Source: an optimization exercise on an open RTL-to-GDS flow (aim: small area, a short achievable clock period and few clock cycles). Production flows keep margins and buffers that such runs may drop. Function was checked by simulation only, so behaviour that the tests miss may differ from the original.

// pct_powmod
module pct_powmod #(
    parameter W = 128
) (
    input  wire         clk,
    input  wire         rst,         
    input  wire         start,       
    input  wire         base_neg,
    input  wire [W-1:0] base,
    input  wire         exp_neg,
    input  wire [W-1:0] expo,
    input  wire         mod_neg,
    input  wire [W-1:0] modulus,
    output wire         ready,
    output reg          done,        
    output wire [W-1:0] result,
    output reg          err
);
    localparam RW = W + 2;           
    localparam XW = W + 3;           
    localparam [2:0] S_IDLE = 3'd0,
                     S_PREP = 3'd1,  
                     S_INIT = 3'd2,  
                     S_RUN  = 3'd3,  
                     S_CPA  = 3'd4,  
                     S_FIXR = 3'd5,  
                     S_FIXC = 3'd6,  
                     S_ONE  = 3'd7;  
    localparam [1:0] MD_BRED = 2'd0, MD_SQR = 2'd1, MD_MUL = 2'd2;
    reg [2:0]    state;
    reg [1:0]    mode;
    reg          asel;               
    reg          fix;                
    reg          copy;               
    reg          uns;                
    reg          fl_bn, fl_en, fl_mn;
    reg [W-1:0]  m_r;                
    reg [6:0]    sh;                 
    reg [W-1:0]  e_r;                
    reg [7:0]    ecnt;               
    reg [W:0]    bm;                 
    reg [W:0]    res;                
    reg [RW-1:0] s_r, c_r;           
    reg [2:0]    qp;                 
    reg          dg1, dg2;           
    reg [8:0]    pos;                
    assign ready  = (state == S_IDLE);
    assign result = res[W-1:0];
    wire [XW-1:0] bext = {{(XW-W-1){res[W]}}, res};
    wire [W:0]    opa  = asel ? bm : res;
    wire          dc   = m_r[W-2];
    function [2:0] qsel;
        input [4:0] sx, cx;
        input       dcl;
        reg c0, c1, c2, c3, c4, s0, s1, s2, s3, s4, dc, o1, o2, on;
  ...
Settings: LEC_CHECK=0, CAP_MARGIN=20, CORE_MARGIN=2, CORE_UTILIZATION=35, SLEW_MARGIN=20; clock period 11.0 ns.
standard.sh (not shown) runs the stock make flow with config.mk's settings and CLKGATE_MAP_FILE= SYNTH_SCRIPT=/design/flow/synth_recipe.tcl, a recipe that flattens the netlist after the stock synthesis.
==> flow/flow/run.sh <==
#!/bin/bash
set -euo pipefail
export SETUP_SLACK_MARGIN=6
export BUFFER_PORTS_ARGS="-buffer_cell sky130_fd_sc_hd__buf_1"
bash standard.sh > standard.log 2>&1
Testbench counts at the start, summed over its fixed seeds: cycles 1,014,592.
==> next run, changes <==
--- a/flow/design.v
+++ b/flow/design.v
@@ -182,26 +182,26 @@
         input [XW-1:0] s, c;
         input          dcl;
         qof = qsel(s[XW-1:XW-5], c[XW-1:XW-5], dcl);
     endfunction
     function [2:0] pickq;
         input [2:0] q;
         input [2:0] vp2, vp1, vz, vm1, vm2;
         pickq = q[1] ? (q[0] ? vp2 : vm2) : q[2] ? (q[0] ? vp1 : vm1) : vz;
     endfunction
     wire [XW-1:0] a1b  = dg1 ? bext : {XW{1'b0}};
     wire [XW-1:0] mq0  = mq2f(qp, m_r);
-    wire [XW-1:0] u_s  = csa_s({s_r, 1'b0}, {c_r, 1'b0}, mq0);
-    wire [XW-1:0] u_c  = csa_c({s_r, 1'b0}, {c_r, 1'b0}, mq0) | {{(XW-2){1'b0}}, qp[0], 1'b0};
-    wire [XW-1:0] x1_s = csa_s(u_s, u_c, a1b);
-    wire [XW-1:0] x1_c = csa_c(u_s, u_c, a1b);
+    wire [XW-1:0] u_s  = csa_s({s_r, 1'b0}, {c_r, 1'b0}, a1b);
+    wire [XW-1:0] u_c  = csa_c({s_r, 1'b0}, {c_r, 1'b0}, a1b);
+    wire [XW-1:0] x1_s = csa_s(u_s, u_c, mq0);
+    wire [XW-1:0] x1_c = csa_c(u_s, u_c, mq0) | {{(XW-2){1'b0}}, qp[0], 1'b0};
     wire [2:0]    q1r  = qof(x1_s, x1_c, dc);
     wire [2:0]    q1   = fix ? {!copy, 1'b0, !copy && !res[W]} : q1r;
     wire [XW-1:0] a2b  = dg2 ? bext : {XW{1'b0}};
     wire [XW-1:0] y2_s = csa_s({x1_s[XW-2:0], 1'b0}, {x1_c[XW-2:0], 1'b0}, a2b);
     wire [XW-1:0] y2_c = csa_c({x1_s[XW-2:0], 1'b0}, {x1_c[XW-2:0], 1'b0}, a2b);
     wire [XW-1:0] mq1  = mq2f(q1, m_r);
     wire [XW-1:0] x2_s = csa_s(y2_s, y2_c, mq1);
     wire [XW-1:0] x2_c = csa_c(y2_s, y2_c, mq1) | {{(XW-2){1'b0}}, q1[0], 1'b0};
     function [2:0] q2of;
         input [XW-1:0] ys, yc;
         input [2:0]    q;
Result: The changed run completed with no timing, DRC or antenna violations; global-route usage is about the same; worst setup slack gains 0.25 ns; wire length increases by 3.3%; sequential cell count stays the same; die area increases by about 1.8%; count of clock-buffer cells in the layout decreases by 12.
Testbench counts after the change, summed over its fixed seeds: cycles 1,014,592.

static timing again, ports no longer ideal:
The flow's constraints put no driver on any port. The routed layouts listed below were extracted and timed again, unchanged, in two steps.
Step 1 assumes that a clkbuf_16 drives the clock port and a buf_2 every other input.
Step 2 moves the port delays by t, midway between the first and last clock arrival at a register: inputs arrive t later, outputs are due t later. That takes back most of the time a late clock gives input paths.
a / b / c = ideal / step 1 / step 2; a / b = the first two.
run | t (ns) | setup slack, ns | clock arrival spread, ns | worst register clock-pin slew, ns
the first run | 0.804 | 5.670 / 5.670 / 5.670 | 0.061 / 0.061 | 0.07 / 0.07
the second run | 0.823 | 5.921 / 5.921 / 5.921 | 0.063 / 0.064 | 0.07 / 0.07
After both steps setup and hold are still met in every run listed.
